This is an optimization exercise on Yosys and OpenROAD, whose aim is small area, a short achievable clock period and few clock cycles, not a production implementation. Function was checked by simulation only, so behaviour that the tests miss may differ from the original. No activity file was given, so power comes from the tool's default toggle rates.

===== config.mk =====
export PLATFORM = sky130hd
export DESIGN_NAME = wnaf_expander
export DESIGN_NICKNAME = wnaf_expander
export VERILOG_FILES = /design/flow/design.v
export SDC_FILE = /design/flow/constraint.sdc
export NUM_CORES = 4
export LEC_CHECK = 0
export ABC_AREA = 1
export CAP_MARGIN = 20
export CORE_MARGIN = 2
export CORE_UTILIZATION = 35
export CTS_CLUSTER_DIAMETER = 80
export CTS_CLUSTER_SIZE = 20
export PLACE_DENSITY = 0.55
export SETUP_SLACK_MARGIN = 4.7
export SLEW_MARGIN = 20

===== constraint.sdc =====
create_clock -name core_clock -period 7.0 [get_ports {clk}]
set_input_delay 1.4000 -clock core_clock [delete_from_list [all_inputs] [get_ports {clk}]]
set_output_delay 1.4000 -clock core_clock [all_outputs]
set_load 0.01 [all_outputs]

===== design.v =====
module wnaf_expander (
    input  wire       clk,
    input  wire       rst,           
    input  wire       req_valid,
    output wire       req_ready,
    input  wire       req_we,
    input  wire [8:0] req_addr,
    input  wire [7:0] req_wdata,
    output reg        rsp_valid,
    output reg        rsp_err,
    output reg  [7:0] rsp_rdata
);
    localparam [1:0] PH_IDLE  = 2'd0,
                     PH_BUSY  = 2'd1,
                     PH_DONE  = 2'd2,
                     PH_FAULT = 2'd3;
    reg [7:0]   scalar [0:31];   
    reg [31:0]  svalid;
    reg [7:0]   w;
    reg [1:0]   phase;
    reg [1:0]   fcause;
    reg         cout;
    reg [255:0] snap;            
    reg [8:0]   lk;              
    reg [7:0]   nb;              
    reg [1:0]   ws;              
    reg [4:0]   q;               
    reg [2:0]   r;
    reg [5:0]   bm;              
    reg         stall;           
    reg         rdy;             
    reg         hit;             
    reg         sk1;             
    reg [7:0]   f_whi;           
    reg [3:0]   f_wlo;           
    reg         f_ww, f_exp, f_srst;                  
    reg         f_rsc, f_rw, f_rst, f_rfc, f_rdig;    
    reg         f_v;                                  
    reg [7:0]   rq_addr;
    reg [7:0]   rq_wdata;
    assign req_ready = rdy;
    integer k;
    wire accept = req_valid & ~stall;
    wire ph_idle  = (phase == PH_IDLE);
    wire ph_busy  = (phase == PH_BUSY);
    wire ph_done  = (phase == PH_DONE);
    wire ph_fault = (phase == PH_FAULT);
    reg  srdy;                   
    reg  badw;                   
    wire host_can_write = ph_idle | ph_done;
    wire f_wsc     = |f_whi;
    wire wr_scalar = f_wsc & host_can_write;
    wire [31:0] wr_byte;         
    genvar gb;
    generate
        for (gb = 0; gb < 32; gb = gb + 1) begin : g_wb
            assign wr_byte[gb] = f_whi[gb / 4] & f_wlo[gb % 4] & host_can_write;
        end
    endgenerate
    wire wr_w      = f_ww & host_can_write;
    wire do_expand = f_exp & host_can_write;
    wire do_srst   = f_srst & ~ph_busy;
    wire short = ~srdy;
    wire start = do_expand & ~badw & ~short;
    wire [255:0] x;
    genvar gi;
    generate
        for (gi = 0; gi < 32; gi = gi + 1) begin : g_x
            assign x[8*gi +: 8] = scalar[gi];
        end
    endgenerate
    wire rd_digit = f_rdig & ph_done;
    wire dig_now  = rd_digit & hit;                 
    wire seek     = rd_digit & ~hit;                
    wire [7:0] pos = {q, r};
    wire [5:0] wfill = {ws == 2'd3, ws >= 2'd2, ws != 2'd0, 3'b111};   
    wire       s_start = ~bm[0] & (lk[1] ^ lk[0]);
    wire [5:0] s_bm    = s_start ? wfill : {1'b0, bm[5:1]};
    reg  [7:0] s_digit;
    always @(*) begin
        case (ws)
            2'd0: s_digit = {{5{lk[4]}}, lk[4:2], 1'b1};
            2'd1: s_digit = {{4{lk[5]}}, lk[5:2], 1'b1};
            2'd2: s_digit = {{3{lk[6]}}, lk[6:2], 1'b1};
            default: s_digit = {{2{lk[7]}}, lk[7:2], 1'b1};
        endcase
        if (!s_start) s_digit = 8'h00;
    end
    reg [7:0] c_st;        
    reg [5:0] c_bm;        
    integer ci, cj;
    always @(*) begin
        for (ci = 0; ci < 8; ci = ci + 1) begin
            c_st[ci] = (lk[ci + 1] ^ lk[ci]);
            if (ci < 6)
                c_st[ci] = c_st[ci] & ~bm[ci];
            for (cj = 1; cj <= 6; cj = cj + 1)
                if (ci - cj >= 0 && (cj <= 3 || (cj == 4 && ws != 2'd0) ||
                                     (cj == 5 && ws[1]) || (cj == 6 && ws == 2'd3)))
                    c_st[ci] = c_st[ci] & ~c_st[ci - cj];
        end
        for (ci = 0; ci < 6; ci = ci + 1) begin
            c_bm[ci] = 1'b0;
            for (cj = 0; cj < 8; cj = cj + 1)
                if (8 + ci - cj <= 3)
                    c_bm[ci] = c_bm[ci] | c_st[cj];
                else if (8 + ci - cj <= 6)
                    c_bm[ci] = c_bm[ci] | (c_st[cj] & (ws >= (8 + ci - cj - 3)));
        end
    end
    wire mv_byte   = ph_busy | (seek & ~sk1);
    wire mv_single = dig_now | (seek & sk1);
    wire xing      = mv_byte | (mv_single & (r == 3'd7));    
    wire [4:0] q_p1   = q + 5'd1;
    wire [7:0] pos_p1 = pos + 8'd1;
    wire [7:0] pos_next = start ? 8'd0 :
                          mv_byte ? {q_p1, 3'b000} :
                          mv_single ? pos_p1 : pos;
    wire [7:0] ta = req_addr[7:0];
    wire [7:0] tr = rq_addr;
    wire a_s = (ta == pos_p1);
    wire a_h = (ta == pos);
    wire a_hit = ~start & ~mv_byte & (mv_single ? a_s : a_h);
    wire r_q1 = (tr[7:3] == q_p1), r_q = (tr[7:3] == q);
    wire r_b = r_q1 & (tr[2:0] == 3'd0);
    wire r_s = (r == 3'd7) ? r_b : (r_q & (tr[2:0] == r + 3'd1));
    wire r_hit = mv_byte ? r_b : r_s;
    wire r_sk = (mv_byte | (r == 3'd7)) ? r_q1 : 1'b1;
    wire [4:0] q_p2 = q + 5'd2;
    wire [7:0] nb_next = (q > 5'd29) ? 8'h00 : snap[{q_p2, 3'b000} +: 8];
    wire       wrap = xing & (q == 5'd31);
    always @(posedge clk) begin
        if (start) begin
            q    <= 5'd0;
            r    <= 3'd0;
            bm   <= 6'd0;
            cout <= 1'b0;
            lk   <= {scalar[0], 1'b0};
            nb   <= scalar[1];
        end else if (mv_byte | mv_single) begin
            q  <= pos_next[7:3];
            r  <= pos_next[2:0];
            if (wrap) begin
                lk <= {snap[7:0], 1'b0};
                nb <= snap[15:8];
            end else begin
                if (mv_byte)
                    lk <= {nb, lk[8]};
                else
                    lk <= {nb[r], lk[8:1]};
                if (xing)
                    nb <= nb_next;
            end
            if (wrap)
                bm <= 6'd0;
            else if (mv_byte)
                bm <= c_bm;
            else
                bm <= s_bm;
            if (ph_busy && q == 5'd31)
                cout <= lk[8] & ~c_bm[0];
        end
    end
    always @(posedge clk) begin
        if (start) begin
            snap <= x;
            ws   <= w[1:0];
        end
    end
    wire i_rdig = ~req_we & req_addr[8];
    always @(posedge clk) begin
        if (rst) begin
            stall  <= 1'b0;
            rdy    <= 1'b1;
            hit    <= 1'b0;
            sk1    <= 1'b0;
            f_whi  <= 8'h00;
            f_ww   <= 1'b0;
            f_exp  <= 1'b0;
            f_srst <= 1'b0;
            f_rsc  <= 1'b0;
            f_rw   <= 1'b0;
            f_rst  <= 1'b0;
            f_rfc  <= 1'b0;
            f_rdig <= 1'b0;
            f_v    <= 1'b0;
        end else if (seek) begin
            hit    <= r_hit;
            sk1    <= r_sk;
        end else begin
            stall  <= accept & i_rdig & ~a_hit;
            rdy    <= ~(accept & i_rdig & ~a_hit);
            hit    <= a_hit;
            sk1    <= 1'b1;
            for (k = 0; k < 8; k = k + 1)
                f_whi[k] <= accept & req_we & (req_addr[8:2] == k);
            f_ww   <= accept & req_we & (req_addr == 9'h020);
            f_exp  <= accept & req_we & (req_addr == 9'h021) & (req_wdata == 8'h01);
            f_srst <= accept & req_we & (req_addr == 9'h021) & (req_wdata == 8'h02);
            f_rsc  <= accept & ~req_we & (req_addr[8:5] == 4'b0000);
            f_rw   <= accept & ~req_we & (req_addr == 9'h020);
            f_rst  <= accept & ~req_we & (req_addr == 9'h022);
            f_rfc  <= accept & ~req_we & (req_addr == 9'h023);
            f_rdig <= accept & i_rdig;
            f_v    <= accept;
        end
    end
    always @(posedge clk) begin
        if (~stall)
            rq_addr <= req_addr[7:0];
        rq_wdata <= req_wdata;
        for (k = 0; k < 4; k = k + 1)
            f_wlo[k] <= (req_addr[1:0] == k);
    end
    wire ok = wr_scalar | wr_w | do_expand | do_srst | f_rsc | f_rw | f_rst | f_rfc | rd_digit;
    wire [7:0] status = {3'b000, srdy, ph_done & cout, ph_fault, ph_done, ph_busy};
    wire [7:0] rd_data =
        ({8{f_rsc & svalid[rq_addr[4:0]]}} & scalar[rq_addr[4:0]]) |
        ({8{f_rw}}   & w) |
        ({8{f_rst}}  & status) |
        ({8{f_rfc}}  & {6'b000000, fcause}) |
        ({8{rd_digit}} & s_digit);
    always @(posedge clk) begin
        if (rst) begin
            rsp_valid <= 1'b0;
            rsp_err   <= 1'b0;
            rsp_rdata <= 8'h00;
        end else begin
            rsp_valid <= f_v & ~seek;
            rsp_err   <= ~ok;
            rsp_rdata <= ok ? rd_data : 8'h80;
        end
    end
    always @(posedge clk) begin
        if (rst) begin
            phase  <= PH_IDLE;
            fcause <= 2'b00;
        end else if (do_srst) begin
            phase  <= PH_IDLE;
            fcause <= 2'b00;
        end else if (do_expand) begin
            if (badw | short) begin
                phase  <= PH_FAULT;
                fcause <= {short, badw};
            end else begin
                phase <= scalar[31][7] ? PH_BUSY : PH_DONE;
            end
        end else if (ph_busy) begin
            if (q == 5'd31)
                phase <= PH_DONE;
        end
    end
    reg [31:0] svalid_next;
    reg [7:0]  w_next;
    always @(*) begin
        svalid_next = svalid;
        w_next      = w;
        svalid_next = svalid_next | wr_byte;
        if (wr_w)
            w_next = rq_wdata;
        if (rst || do_srst) begin
            svalid_next = 32'h0;
            w_next      = 8'h00;
        end
    end
    wire clr = rst | do_srst;
    always @(posedge clk) begin
        svalid <= svalid_next;
        w      <= w_next;
        srdy   <= ~clr & (&(svalid | wr_byte));
        badw   <= clr | (w_next[7:2] != 6'b000001);
    end
    integer b;
    always @(posedge clk) begin
        for (b = 0; b < 32; b = b + 1)
            if (wr_byte[b])
                scalar[b] <= rq_wdata;
    end
endmodule

===== run.sh =====
#!/bin/bash
# synth_recipe.tcl (not shown) runs the flow's synth.tcl, then flattens the netlist and writes it again
# the make line also repeats each setting of config.mk as NAME=value (left out here)
make -C /OpenROAD-flow-scripts/flow DESIGN_CONFIG=/design/flow/config.mk WORK_HOME=/design/flow/orfs CLKGATE_MAP_FILE= SYNTH_SCRIPT=/design/flow/synth_recipe.tcl finish

==> results of run 1 <==
## per-layer routing
metal / up-vias / GRT usage (%)
met5: - / 0
met4: 0 / 7.97
met3: 148 / 2.55
met2: 848 / 34.2
met1: 9592 / 28.6
li1: 8863 / -
## logic make-up (layout without fill, tap and decap cells)
group | count (synthesis) | after routing | synth area share, %
buffers and inverters | 290 | 423 | 4.27
and+or+nand+nor | 1174 | 1176 | 18.0
muxes | 1 | 1 | 0.0375
AOI/OAI and AO/OA | 376 | 376 | 8.44
DFF | 643 | 643 | 68.4
adders and majority gates | 7 | 7 | 0.328
xor gates and xnor gates | 17 | 17 | 0.558
## repair_timing
item | in CTS | in global routing
endpoints found under the setup margin | 402 | 184
resized for setup | 257 | 111
pin swaps | 32 | 42
buffers inserted | 57 | 18
cloned | 5 | 7
## cells in the mapped netlist, types with 2 or more instances
master and instances:
dfxtp_1 105, nand3b_1 3, o21ai_0 167, nor4_1 13, buf_4 3, inv_1 195, nor2_2 14, buf_1 4
nand4_1 16, xnor2_1 11, edfxtp_1 538, ha_1 7, o21ai_2 2, o221ai_1 17, a22oi_1 21, a21oi_1 48
nor3_1 9, nand3_2 5, o21ai_1 9, clkbuf_1 48, o211ai_1 69, nand2_2 4, nand3_1 130, inv_2 13
nor2_1 434, nand2_1 534, buf_2 26, o2bb2ai_1 2, nor3_2 6, o22ai_1 28, a31oi_1 6, nor2_4 2
or2_2 2, xor2_1 6
## cells in the final DEF (no fill, tap or decap), types with 14 or more instances in the layout
cell	instances
o22ai_1	23
a22oi_1	21
o21ai_1	17
nand3_1	116
inv_1	187
nand2_1	505
a21oi_1	43
nor2_4	58
nand4_1	16
dfxtp_1	92
inv_2	14
o21ai_0	158
buf_4	61
clkbuf_1	22
nor2_1	358
o221ai_1	16
clkbuf_16	46
o211ai_1	69
nand3_2	15
edfxtp_1	538
buf_6	21
nor2_2	34
nand2_2	25
buf_12	21
## metrics by stage
| step | worst slack (ns) | total power, W | hold slack [ns] | util, % | area (um^2) |
|---|---|---|---|---|---|
| floorplan | 4.70 | 0.00446 | 0.424 | - | 26700 |
| finish | 4.54 | 0.00718 | 0.446 | 41.6 | 31500 |
| global placement | 3.02 | 0.00464 | 0.428 | 37.2 | 28100 |
| global route | 4.52 | 0.00739 | 0.456 | 41.6 | 31500 |
| detailed placement | 2.92 | 0.00465 | 0.432 | 37.2 | 28100 |
| CTS | 4.52 | 0.00716 | 0.449 | 40.6 | 30700 |
## sequential cells by signal (all words and copies together) (netlist names), 2 cells and up
signal,count
bm,6
f_whi,8
fcause,2
snap,256
ws,2
phase,2
scalar,256
f_wlo,4
lk,9
rq_wdata,8
svalid,32
w,8
r,3
rq_addr,8
nb,8
rsp_rdata,8
q,5
## power by group
group | switching (W) | leakage (nW) | internal [W]
registers | 0.0000126 | 5.70 | 0.00412
logic | 0.000401 | 5.02 | 0.000173
clock network | 0.00130 | 0.592 | 0.00118
total | 0.00171 | 11.3 | 0.00547
## final timing paths
kind                                    from      endpoint  slack (ns)
worst max-delay path            rsp_rdata[1]  rsp_rdata[1]        4.54
worst max register to register      f_wlo[0]          srdy        4.64
worst min register to register  scalar[9][2]      snap[74]        0.45
worst min-delay path            scalar[9][2]      snap[74]        0.45
## final cells by class
type / instances / area, um^2 / share of cell area (%)
clock buffer: 65 / 1140 / 3.62
clock inverter: 7 / 88.8 / 0.282
inverter: 208 / 843 / 2.68
multi-input combinational: 1577 / 8220 / 26.1
sequential: 643 / 18300 / 58.1
tap: 978 / 1220 / 3.89
timing repair buffer: 140 / 1650 / 5.24
timing repair inverter: 3 / 31.3 / 0.0994
==> qor.csv, run 1 <==
stage,metric,value,unit
clocking,cts-htree-levels,2,
logic_synthesis,postSynthCellCount,2508,
timing,tns,0,ns
placement,hpwl,52.0,mm
floorplanning,ios,32,
clocking,postCtsHoldBufs,0,
global_route,overflow,0,
power,p_leak,11.3,nW
routing,m1WireLength,35.0,mm
floorplanning,fp-row-count,101,
global_route,grt_pass1_wl,121,mm
logic_synthesis,synthDistinctLibCells,45,
routing,dr.pass1.iters,7,
logic_synthesis,synth_top_area_share,60.5,%
floorplanning,start_util,35.3,%
routing,drcViolationCount,0,
global_route,grt_usage,21.0,%
layout,num-fill-cells,7036,
timing,finalSetupViolCount,0,
routing,wl_met3,6.79,mm
placement,gp_congestion,0.888,
clocking,cts_sinks,643,
routing,wl,85.3,mm
timing,slew_headroom,31.8,%
setup_path,reg2regPathDepth,6,
clocking,root_buffer,clkbuf_16,
logic_synthesis,synth_area_leaders,"edfxtp_1 (61%), dfxtp_1 (7.9%), nand2_1 (7.5%)",
global_route,antenna_found_initial,3,
placement,portBuffers,31,
timing,finalHoldViolations,0,
logic_synthesis,async_reset_ff_share,0,%
logic_synthesis,synth_top_flop_cell,edfxtp_1,
setup_path,cp_num_buf_inv,1,
setup_path,start_kind,flip-flop,
logic_synthesis,synth_nets,2536,
clocking,clkTransAtPathRegs,0.08,ns
logic_synthesis,synth_area,26700,um^2
clocking,cts_buffers,40,
clocking,clock_latency,0.60,ns
floorplanning,dieArea,78500,um^2
setup_path,slowest_delay,0.37,ns
hold_path,hold_path_class,flip-flop to flip-flop,
setup_path,path_delay_family,flip-flops,
clocking,clockBufferDepth,3,
floorplanning,die_y,280,um
logic_synthesis,ys_seq_elements,643,
power,pwr_density_cell,228,nW/um^2
floorplanning,core,75700,um^2
power,ir_drop,0.000181,V
layout,diodes,0,
logic_synthesis,yosysWarnings,23,
clocking,cts_tree,built,
logic_synthesis,yosysSeqAreaShare,68.4,%
job,drv_cap,0,
routing,vias,19500,
logic_synthesis,syn_avg_cell_area,10.6,um^2
routing,post_drt_wl_per_cell,23.6,um
setup_path,crit_chain,buf_6,
global_route,grt_pass1_vias,18700,
hold_path,min_path_cells,0,
routing,maxUsedRoutingLayer,met4,
timing,skew,0.0238,ns
setup_path,arrival,1.06,ns
timing,fmax,407,MHz
timing,maxSlewViolCount,0,
setup_path,worstSetupEndpointType,output pin,
logic_synthesis,synth_edf_count,538,
layout,drive_gt1_share,14.6,%
routing,vias_per_cell,5.37,
setup_path,cp_num_cells,1,
routing,dr_wl_met2,40.4,mm
setup_path,worst_path_max_delay_cell,dfxtp_2,
setup_path,setup.worst_path.class,flip-flop to output pin,
status,status,no timing/DRC/antenna violations,
layout,nets,2641,
timing,worstMarginPinSlew,1.02,ns
timing,rsz0062_at_grt,yes,
routing,drtIter0Drc,2388,
placement,dpl.cell_count,3462,
logic_synthesis,yosysTopAreaCell,edfxtp_1,
layout,fin_cells,3621,
floorplanning,die_w,280,um
setup_path,worstPathMaxFanout,1,
timing,post-route-period-util,35.1,%
layout,syn2layout_area_growth,17.9,%
timing,min_period,2.46,ns
global_route,grt_max_degree,73,
routing,final_antenna_net_count,0,
setup_path,required,5.60,ns
Testbench counts, summed over its fixed seeds: cycles 28,474.
==> run 2, diff against run 1 <==
--- a/config.mk
+++ b/config.mk
@@ -12,5 +12,5 @@
 export CTS_CLUSTER_DIAMETER = 80
 export CTS_CLUSTER_SIZE = 20
 export PLACE_DENSITY = 0.55
-export SETUP_SLACK_MARGIN = 4.7
+export SETUP_SLACK_MARGIN = 4.5
 export SLEW_MARGIN = 20
==> qor.csv, run 2 <==
stage,metric,value,unit,change
routing,drtIter0Drc,2153,,"was 2,388"
status,status,no timing/DRC/antenna violations,,unchanged
routing,vias_per_cell,5.31,,was 5.37
routing,final_antenna_net_count,0,,unchanged
layout,syn2layout_area_growth,14.1,%,was 17.9%
timing,skew,0.0436,ns,was 0.0238 ns
routing,dr.pass1.iters,6,,was 7
global_route,grt_max_degree,97,,was 73
clocking,postCtsHoldBufs,0,,unchanged
logic_synthesis,synth_area,26700,um^2,unchanged
clocking,clockBufferDepth,3,,unchanged
timing,slew_headroom,30.9,%,was 31.8%
logic_synthesis,synth_edf_count,538,,unchanged
timing,fin_ws,4.53,ns,was 4.54 ns
logic_synthesis,yosysTopAreaCell,edfxtp_1,,unchanged
global_route,grt_pass1_vias,18400,,"was 18,700"
job,drv_cap,0,,unchanged
hold_path,hold_path_class,flip-flop to flip-flop,,unchanged
global_route,grt_usage,20.6,%,was 21.0%
logic_synthesis,postSynthCellCount,2508,,unchanged
timing,fin_hold_ws,0.426,ns,was 0.446 ns
clocking,cts_tree,built,,unchanged
setup_path,worstSetupEndpointType,flip-flop,,was output pin
logic_synthesis,async_reset_ff_share,0,%,unchanged
setup_path,start_kind,flip-flop,,unchanged
placement,hpwl,52.8,mm,was 52.0 mm
routing,wl,82.7,mm,was 85.3 mm
logic_synthesis,yosysMostFrequentCell,edfxtp_1,,unchanged
setup_path,worstPathMaxFanout,33,,was 1
clocking,cts-htree-levels,2,,unchanged
clocking,cts_buffers,42,,was 40
timing,fmax,405,MHz,was 407 MHz
layout,nets,2597,,"was 2,641"
layout,final_core_util,40.2,%,was 41.6%
global_route,overflow,0,,unchanged
clocking,cts_sinks,643,,unchanged
logic_synthesis,synth_nets,2536,,unchanged
logic_synthesis,synthTopCellsByCount,"edfxtp_1 (538), nand2_1 (534), nor2_1 (434)",,unchanged
floorplanning,die_y,280,um,unchanged
layout,top_regs,"scalar: 256 flops, snap: 256 flops, svalid: 32 flops",,unchanged
timing,tns,0,ns,unchanged
floorplanning,dieArea,78500,um^2,unchanged
floorplanning,start_util,35.3,%,unchanged
power,p_leak,11.0,nW,was 11.3 nW
timing,maxSlewViolCount,0,,unchanged
timing,min_period,2.47,ns,was 2.46 ns
routing,post_drt_wl_per_cell,23.1,um,was 23.6 um
placement,gp_congestion,0.912,,was 0.888
power,pwr_density_cell,237,nW/um^2,was 228 nW/um^2
logic_synthesis,synth_top_flop_cell,edfxtp_1,,unchanged
logic_synthesis,yosysWarnings,23,,unchanged
logic_synthesis,ys_seq_elements,643,,unchanged
timing,finalSetupViolCount,0,,unchanged
power,p_total,0.00723,W,was 0.00718 W
routing,drcViolationCount,0,,unchanged
global_route,antenna_found_initial,0,,was 3
clocking,clkTransAtPathRegs,0.08,ns,about the same
placement,pre_cts_slack,2.95,ns,was 2.92 ns
setup_path,setup.worst_path.class,flip-flop to flip-flop,,was flip-flop to output pin
setup_path,worst-r2r-setup-slack,4.53,ns,was 4.64 ns
logic_synthesis,synth_top_area_share,60.5,%,unchanged
timing,finalHoldViolations,0,,unchanged
logic_synthesis,syn_avg_cell_area,10.6,um^2,unchanged
floorplanning,fp-row-count,101,,unchanged
layout,num-fill-cells,7163,,"was 7,036"
layout,most-common-layout-cells,"edfxtp_1 (538), nand2_1 (521), nor2_1 (385)",,"was edfxtp_1 (538), nand2_1 (505), nor2_1 (358)"
layout,diodes,0,,unchanged
power,ir_drop,0.000238,V,was 0.000181 V
clocking,root_buffer,clkbuf_16,,unchanged
layout,drive_gt1_share,10.1,%,was 14.6%
logic_synthesis,synth_area_leaders,"edfxtp_1 (61%), dfxtp_1 (7.9%), nand2_1 (7.5%)",,unchanged
logic_synthesis,yosysSeqAreaShare,68.4,%,unchanged
global_route,grt_pass1_wl,120,mm,was 121 mm
routing,vias,19000,,"was 19,500"
floorplanning,ios,32,,unchanged
timing,worstMarginPinSlew,1.03,ns,was 1.02 ns
floorplanning,die_w,280,um,unchanged
layout,final_common_cell,edfxtp_1,,unchanged
floorplanning,core,75700,um^2,unchanged
placement,portBuffers,31,,unchanged
logic_synthesis,synthDistinctLibCells,45,,unchanged
timing,rsz0062_at_grt,yes,,unchanged
clocking,clock_latency,0.63,ns,was 0.60 ns
setup_path,required,7.36,ns,was 5.60 ns
setup_path,arrival,2.83,ns,was 1.06 ns
timing,post-route-period-util,35.3,%,was 35.1%
==> run 2: repair_timing <==
action	CTS	global route
gates resized for setup	162	43
setup buffers	19	13
hold endpoints to repair	0	0
pin swaps	3	6
setup endpoints to repair	207	73
cloned	4	2
==> run 2: final timing paths <==
kind | startpoint | endpoint | cells past startpoint
min | scalar[20][1] | snap[161] | 0
min reg2reg | scalar[20][1] | snap[161] | 0
max reg2reg | q[1] | nb[7] | 12
max | q[1] | nb[7] | 12
==> run 2: cells by family after synthesis <==
logic type	count (synthesis)	share of synthesized area, %
AO/OA/AOI/OAI	376	8.44
XOR/XNOR	17	0.558
adder cells (fa/ha/maj)	7	0.328
buffers and inverters	290	4.27
flip-flops	643	68.4
multiplexers	1	0.0375
AND/OR/NAND/NOR	1174	18.0
==> run 2: cell type report <==
type / instances / area, um^2 / share of cell area (%)
Timing Repair Buffer: 98 / 1050 / 3.45
Clock buffer: 65 / 1140 / 3.74
Clock inverter: 13 / 195 / 0.641
Sequential cell: 643 / 18300 / 60.0
Inverter: 208 / 827 / 2.71
Tap cell: 978 / 1220 / 4.02
Multi-Input combinational cell: 1576 / 7760 / 25.5
==> run 2: through the flow <==
step                area [um^2]  cells
CTS                       30100   3566
global placement          28100   3462
global route              30500   3581
finish                    30500   3581
floorplan                 26700   2508
detailed placement        28100   3465
==> run 2: critical path: stages (launching register included) <==
cell      delay, ns
dfxtp_4        0.38
buf_16         0.17
inv_1          0.15
buf_6          0.32
nor2_1         0.09
o21ai_0        0.22
o211ai_1       0.20
nand3_1        0.14
nand3_1        0.20
nand3_1        0.17
nand2_1        0.06
nand2_1        0.05
nand2_1        0.05
==> run 2: routing by layer <==
| layer | wire length, um | up-vias | global-route usage, % |
|---|---|---|---|
| met4 | 3540 | 0 | 8.28 |
| met3 | 5650 | 136 | 2.17 |
| met5 | 0 | - | 0 |
| li1 | - | 8764 | - |
| met2 | 40100 | 757 | 34.7 |
| met1 | 33400 | 9375 | 27.3 |
==> run 2: where the power goes <==
part	switching [W]	leakage (nW)	internal, W
combinational	0.000361	4.64	0.000135
sequential	0.00000967	5.70	0.00412
clock	0.00139	0.643	0.00122
==> run 3, diff against run 2 <==
--- a/config.mk
+++ b/config.mk
@@ -12,5 +12,5 @@
 export CTS_CLUSTER_DIAMETER = 80
 export CTS_CLUSTER_SIZE = 20
 export PLACE_DENSITY = 0.55
-export SETUP_SLACK_MARGIN = 4.5
+export SETUP_SLACK_MARGIN = 4.4
 export SLEW_MARGIN = 20
==> qor.csv, run 3 <==
stage,metric,value,unit,change
routing,drtIter0Drc,2155,,"was 2,153"
timing,slew_headroom,28.0,%,was 30.9%
logic_synthesis,yosysTopAreaCell,edfxtp_1,,unchanged
layout,nets,2594,,"was 2,597"
clocking,cts_sinks,643,,unchanged
timing,tns,0,ns,unchanged
floorplanning,start_util,35.3,%,unchanged
clocking,postCtsHoldBufs,0,,unchanged
clocking,cts_buffers,42,,unchanged
floorplanning,dieArea,78500,um^2,unchanged
power,p_leak,10.9,nW,was 11.0 nW
logic_synthesis,yosysSeqAreaShare,68.4,%,unchanged
power,switching_share,24.3,%,about the same
timing,fmax,391,MHz,was 405 MHz
logic_synthesis,synth_area_leaders,"edfxtp_1 (61%), dfxtp_1 (7.9%), nand2_1 (7.5%)",,unchanged
power,pwr_density_cell,238,nW/um^2,was 237 nW/um^2
timing,finalHoldViolations,0,,unchanged
placement,gp_congestion,0.912,,unchanged
logic_synthesis,async_reset_ff_share,0,%,unchanged
status,status,no timing/DRC/antenna violations,,unchanged
power,clkPwrFrac,36.2,%,was 36.0%
placement,hpwl,52.8,mm,unchanged
floorplanning,fp-row-count,101,,unchanged
logic_synthesis,synthDistinctLibCells,45,,unchanged
setup_path,arrival,3.02,ns,was 2.83 ns
clocking,cts_tree,built,,unchanged
routing,post_drt_wl_per_cell,22.9,um,was 23.1 um
layout,final_common_cell,edfxtp_1,,unchanged
setup_path,setup.worst_path.class,flip-flop to flip-flop,,unchanged
routing,dr.pass1.iters,5,,was 6
logic_synthesis,synth_edf_count,538,,unchanged
timing,maxSlewViolCount,0,,unchanged
logic_synthesis,synth_top_flop_cell,edfxtp_1,,unchanged
timing,rsz0062_at_grt,yes,,unchanged
timing,min_period,2.56,ns,was 2.47 ns
power,pwr-share-seq,57.3,%,was 57.1%
logic_synthesis,syn_avg_cell_area,10.6,um^2,unchanged
global_route,grt_usage,20.5,%,was 20.6%
timing,skew,0.0434,ns,was 0.0436 ns
logic_synthesis,synth_nets,2536,,unchanged
logic_synthesis,yosysMostFrequentCell,edfxtp_1,,unchanged
clocking,clockBufferDepth,3,,unchanged
clocking,clkTransAtPathRegs,0.08,ns,about the same
power,switchingPower,0.00176,W,about the same
floorplanning,core,75700,um^2,unchanged
logic_synthesis,synthTopCellsByCount,"edfxtp_1 (538), nand2_1 (534), nor2_1 (434)",,unchanged
clocking,clock_latency,0.63,ns,about the same
hold_path,hold_path_class,flip-flop to flip-flop,,unchanged
layout,drive_gt1_share,9.46,%,was 10.1%
routing,final_antenna_net_count,0,,unchanged
timing,worstMarginPinSlew,1.08,ns,was 1.03 ns
layout,syn2layout_area_growth,13.6,%,was 14.1%
logic_synthesis,yosysWarnings,23,,unchanged
global_route,antenna_found_initial,0,,unchanged
clocking,cts-htree-levels,2,,unchanged
routing,wl,81.8,mm,was 82.7 mm
global_route,grt_pass1_wl,119,mm,was 120 mm
global_route,grt_max_degree,97,,unchanged
routing,drcViolationCount,0,,unchanged
floorplanning,die_y,280,um,unchanged
power,power_frac_comb,6.6,%,was 6.9%
logic_synthesis,synth_area,26700,um^2,unchanged
power,ir_drop,0.000237,V,was 0.000238 V
power,p_total,0.00722,W,was 0.00723 W
setup_path,worstPathMaxFanout,9,,was 33
setup_path,start_kind,flip-flop,,unchanged
timing,finalSetupViolCount,0,,unchanged
setup_path,worstSetupEndpointType,flip-flop,,unchanged
routing,vias,18900,,"was 19,000"
logic_synthesis,ys_seq_elements,643,,unchanged
floorplanning,ios,32,,unchanged
layout,top_regs,"scalar: 256 flops, snap: 256 flops, svalid: 32 flops",,unchanged
layout,diodes,0,,unchanged
global_route,overflow,0,,unchanged
global_route,grt_pass1_vias,18400,,about the same
power,p_int,0.00546,W,was 0.00547 W
layout,most-common-layout-cells,"edfxtp_1 (538), nand2_1 (522), nor2_1 (388)",,"was edfxtp_1 (538), nand2_1 (521), nor2_1 (385)"
placement,portBuffers,31,,unchanged
job,drv_cap,0,,unchanged
clocking,root_buffer,clkbuf_16,,unchanged
timing,post-route-period-util,36.6,%,was 35.3%
logic_synthesis,postSynthCellCount,2508,,unchanged
floorplanning,die_w,280,um,unchanged
logic_synthesis,synth_top_area_share,60.5,%,unchanged
routing,vias_per_cell,5.29,,was 5.31
setup_path,required,7.46,ns,was 7.36 ns
==> run 3: layer usage <==
layer | global-route usage [%] | share of wire, % | up-vias
met5 | 0 | 0 | -
li1 | - | - | 8754
met2 | 34.6 | 49 | 717
met1 | 27.2 | 41 | 9319
met4 | 8.09 | 4.1 | 0
met3 | 2.08 | 6.1 | 136
==> run 3: worst paths after layout <==
kind	from	end	slack, ns	depth (start not counted)
hold / removal	scalar[20][1]	snap[161]	0.43	0
setup reg to reg	rq_addr[1]	rsp_rdata[1]	4.44	13
setup / recovery	rq_addr[1]	rsp_rdata[1]	4.44	13
hold reg to reg	scalar[20][1]	snap[161]	0.43	0
==> run 3: layout make-up <==
cell class                      count  area (um^2)
Fill cell                        7161        45400
Tap cell                          978         1220
Inverter                          208          808
Sequential cell                   643        18300
Clock inverter                     13          195
Timing Repair Buffer               96          996
Clock buffer                       65         1140
Multi-Input combinational cell   1575         7710
==> run 3: metrics by stage <==
step                      hold WS, ns  setup slack [ns]  util [%]  instances  instance area (um^2)
final                           0.427              4.44      40.1       3578                 30300
after global routing            0.430              4.37      40.1       3578                 30300
after CTS                       0.428              4.39      39.8       3572                 30100
after detailed placement        0.432              2.95      37.2       3465                 28100
after global placement          0.429              3.03      37.1       3462                 28100
after floorplan                 0.424              4.52         -       2508                 26700
==> run 3: logic make-up after synthesis <==
group | share of synthesized area (%)
simple gates | 18.0
flops | 68.4
compound gates | 8.44
buf+inv | 4.27
xor+xnor | 0.558
fa+ha+maj | 0.328
mux | 0.0375
==> run 3: power by group through the flow <==
| stage | Combinational (W) | Sequential (W) | Clock, W |
|---|---|---|---|
| finish | 0.000475 | 0.00413 | 0.00261 |
| global route | 0.000506 | 0.00413 | 0.00278 |
| CTS | 0.000462 | 0.00413 | 0.00265 |
| detailed placement | 0.000422 | 0.00423 | 0 |
| global placement | 0.000421 | 0.00423 | 0 |
| floorplan | 0.000233 | 0.00423 | 0 |
==> run 3: worst max-delay path, cell delays in order, from the launching register on <==
cell and delay (ns):
edfxtp_1 0.53, buf_4 0.23, nand2_4 0.16, nor2_4 0.10
nand2_1 0.22, inv_2 0.14, nand2_1 0.08, nand2_1 0.06
nor2_1 0.19, nand2_1 0.14, nor2_2 0.23, nand3_1 0.11
nand2_1 0.12, a21oi_1 0.09
==> run 3: repair_timing <==
action	in CTS	in global routing
endpoints found under the setup margin	205	47
pin swaps	6	5
gates resized for setup	111	52
cloned	3	1
buffers inserted	26	5
==> run 4, diff against run 3 <==
--- a/config.mk
+++ b/config.mk
@@ -12,5 +12,5 @@
 export CTS_CLUSTER_DIAMETER = 80
 export CTS_CLUSTER_SIZE = 20
 export PLACE_DENSITY = 0.55
-export SETUP_SLACK_MARGIN = 4.4
+export SETUP_SLACK_MARGIN = 4.6
 export SLEW_MARGIN = 20
==> qor.csv, run 4 <==
stage,metric,value,unit,change
status,status,no timing/DRC/antenna violations,,unchanged
routing,wl,82.7,mm,was 81.8 mm
global_route,grt_pass1_wl,119,mm,about the same
clocking,clkTransAtPathRegs,0.09,ns,was 0.08 ns
timing,finalHoldViolations,0,,unchanged
logic_synthesis,ys_seq_elements,643,,unchanged
floorplanning,die_w,280,um,unchanged
power,p_total,0.00716,W,was 0.00722 W
layout,syn2layout_area_growth,16.1,%,was 13.6%
floorplanning,fp-row-count,101,,unchanged
timing,worstMarginPinSlew,1.10,ns,was 1.08 ns
clocking,cts_sinks,643,,unchanged
placement,hpwl,51.8,mm,was 52.8 mm
job,drv_cap,0,,unchanged
logic_synthesis,synth_area_leaders,"edfxtp_1 (61%), dfxtp_1 (7.9%), nand2_1 (7.5%)",,unchanged
logic_synthesis,synth_top_flop_cell,edfxtp_1,,unchanged
logic_synthesis,yosysMostFrequentCell,edfxtp_1,,unchanged
clocking,cts_tree,built,,unchanged
timing,rsz0062_at_grt,yes,,unchanged
placement,portBuffers,31,,unchanged
routing,vias_per_cell,5.32,,was 5.29
floorplanning,ios,32,,unchanged
floorplanning,die_y,280,um,unchanged
global_route,grt_use_met1,27.5,%,was 27.2%
clocking,root_buffer,clkbuf_16,,unchanged
clocking,cts-htree-levels,2,,unchanged
setup_path,worstPathMaxFanout,1,,was 9
logic_synthesis,synth_area,26700,um^2,unchanged
global_route,met2_usage,34.1,%,was 34.6%
logic_synthesis,syn_avg_cell_area,10.6,um^2,unchanged
global_route,grt_max_degree,98,,was 97
logic_synthesis,yosysSeqAreaShare,68.4,%,unchanged
layout,nets,2622,,"was 2,594"
timing,fmax,409,MHz,was 391 MHz
timing,min_period,2.44,ns,was 2.56 ns
setup_path,path_delay_family,flip-flops,,was simple AND/OR/NAND/NOR gates
floorplanning,start_util,35.3,%,unchanged
setup_path,worst_path_max_delay_cell,dfxtp_2,,was edfxtp_1
setup_path,crit_chain,buf_6,,"was buf_4, nand2_4, nor2_4, nand2_1, inv_2, nand2_1, nand2_1, nor2_1, nand2_1, nor2_2, nand3_1, nand2_1, a21oi_1"
clocking,clockBufferDepth,3,,unchanged
clocking,postCtsHoldBufs,0,,unchanged
power,p_leak,11.2,nW,was 10.9 nW
logic_synthesis,yosysWarnings,23,,unchanged
logic_synthesis,synth-simple-area-share,18.0,%,unchanged
power,ir_drop,0.000234,V,was 0.000237 V
power,pwr_density_cell,231,nW/um^2,was 238 nW/um^2
clocking,cts_buffers,40,,was 42
setup_path,start_kind,flip-flop,,unchanged
hold_path,hold_path_class,flip-flop to flip-flop,,unchanged
setup_path,arrival,1.04,ns,was 3.02 ns
setup_path,cp_num_buf_inv,1,,was 2
layout,final_common_cell,edfxtp_1,,unchanged
floorplanning,core,75700,um^2,unchanged
routing,vias,19200,,"was 18,900"
logic_synthesis,synth_compound_area_share,8.44,%,unchanged
setup_path,slowest_delay,0.36,ns,was 0.53 ns
global_route,overflow,0,,unchanged
routing,final_antenna_net_count,0,,unchanged
timing,fin_hold_ws,0.426,ns,was 0.427 ns
routing,drcViolationCount,0,,unchanged
logic_synthesis,synth_top_area_share,60.5,%,unchanged
global_route,grt_usage,20.5,%,about the same
layout,num-fill-cells,7105,,"was 7,161"
layout,drive_gt1_share,12.3,%,was 9.46%
clocking,clock_latency,0.61,ns,was 0.63 ns
placement,gp_congestion,0.952,,was 0.912
setup_path,setup.worst_path.class,flip-flop to output pin,,was flip-flop to flip-flop
logic_synthesis,synthXorXnorAreaFrac,0.558,%,unchanged
timing,post-route-period-util,34.9,%,was 36.6%
logic_synthesis,synthDistinctLibCells,45,,unchanged
timing,finalSetupViolCount,0,,unchanged
floorplanning,dieArea,78500,um^2,unchanged
logic_synthesis,muxShareOfSynthArea,0.0375,%,unchanged
global_route,grt_pass1_vias,18300,,"was 18,400"
logic_synthesis,async_reset_ff_share,0,%,unchanged
logic_synthesis,yosys.area_share.adder,0.328,%,unchanged
logic_synthesis,postSynthCellCount,2508,,unchanged
logic_synthesis,synth_top_family_by_area,simple AND/OR/NAND/NOR gates,,unchanged
timing,tns,0,ns,unchanged
logic_synthesis,yosysTopAreaCell,edfxtp_1,,unchanged
layout,most-common-layout-cells,"edfxtp_1 (538), nand2_1 (520), nor2_1 (368)",,"was edfxtp_1 (538), nand2_1 (522), nor2_1 (388)"
layout,top_regs,"scalar: 256 flops, snap: 256 flops, svalid: 32 flops",,unchanged
timing,slew_headroom,26.3,%,was 28.0%
global_route,grt-busiest-layer,met2,,unchanged
timing,skew,0.0371,ns,was 0.0434 ns
routing,dr.pass1.iters,6,,was 5
global_route,antenna_found_initial,1,,was 0
logic_synthesis,synth_edf_count,538,,unchanged
setup_path,required,5.60,ns,was 7.46 ns
timing,maxSlewViolCount,0,,unchanged
setup_path,worstSetupEndpointType,output pin,,was flip-flop
logic_synthesis,synthTopCellsByCount,"edfxtp_1 (538), nand2_1 (534), nor2_1 (434)",,unchanged
routing,post_drt_wl_per_cell,22.9,um,about the same
logic_synthesis,synth_nets,2536,,unchanged
routing,drtIter0Drc,2199,,"was 2,155"
global_route,use_met3,3.13,%,was 2.08%
==> run 4: cell counts after synthesis <==
No cell type changed its count.
==> run 4: path summary, 6_finish.rpt <==
kind	startpoint	end	slack, ns	cells after the start
max	rsp_rdata[7]	rsp_rdata[7]	4.56	1
min	scalar[9][2]	snap[74]	0.43	0
max reg2reg	q[0]	nb[4]	4.57	8
min reg2reg	scalar[9][2]	snap[74]	0.43	0
==> run 4: report_power, final <==
| group | switching, W | internal (W) |
|---|---|---|
| Clock | 0.00132 | 0.00118 |
| Sequential | 0.0000136 | 0.00412 |
| Combinational | 0.000371 | 0.000151 |
| Total | 0.00170 | 0.00546 |
==> run 4: final cells by class <==
class,count,area [um^2],area share [%]
sequential,643,18300,59.0
multi-input combinational,1577,7900,25.5
timing repair buffer,124,1470,4.74
tap,978,1220,3.95
clock buffer,66,1180,3.82
inverter,208,847,2.73
clock inverter,8,81.3,0.262
antenna,2,5.00,0.0161
==> run 4: cell families (layout without fill, tap and decap cells) <==
group / after synthesis / in the layout
adder cells (fa/ha/maj): 7 / 7
AO/OA/AOI/OAI: 376 / 376
AND/OR/NAND/NOR: 1174 / 1176
multiplexers: 1 / 1
buffers and inverters: 290 / 406
other: 0 / 2
XOR/XNOR: 17 / 17
flip-flops: 643 / 643
==> run 4: routing by layer <==
metal / routed length (um) / part of all wire, %
met2: 39100 / 47
met1: 33900 / 41
met4: 3100 / 3.7
met5: 0 / 0
met3: 6550 / 7.9
==> run 4: metrics by stage <==
stage / utilization [%] / cells / worst slack [ns] / area, um^2
finish: 40.9 / 3606 / 4.56 / 31000
floorplan: - / 2508 / 4.60 / 26700
global route: 40.9 / 3604 / 4.52 / 31000
CTS: 39.8 / 3562 / 4.53 / 30100
detailed placement: 37.2 / 3463 / 3.19 / 28100
global placement: 37.1 / 3463 / 3.22 / 28100
==> run 4: repair_timing <==
action,in CTS,in global routing
setup endpoints to repair,218,123
buffers inserted,20,36
pin swaps,7,22
cloned,5,6
endpoints found under the hold margin,0,0
resized for setup,187,87

[re-timing with driven ports]
How much do the figures lean on ideal ports? The routed layouts below were timed once more, with nothing changed but the port constraints.
Step 1 sets driving cells, clkbuf_16 on the clock port and buf_2 on the other inputs (assumed; they add their load-dependent delay and slew).
Step 2 moves the port delays by t, midway between the first and last clock arrival at a register: inputs arrive t later, outputs are due t later. That takes back most of the time a late clock gives input paths.
Slacks: ideal / step 1 / step 2; pairs: ideal / step 1.
run	t (ns)	slack for setup (ns)	latest minus earliest clock arrival (ns)	pins driven straight from the clock port
run 1	0.649	4.541 / 4.479 / 4.145	0.031 / 0.031	1
run 2	0.662	4.532 / 4.486 / 3.953	0.053 / 0.053	1
run 3	0.664	4.440 / 4.389 / 3.879	0.052 / 0.052	1
run 4	0.657	4.558 / 4.495 / 4.083	0.041 / 0.040	1
After both steps setup and hold are still met in every run listed. For run 2, which loses most, drivers alone change the setup slack by -0.046 ns; drivers and shift together by -0.579 ns.
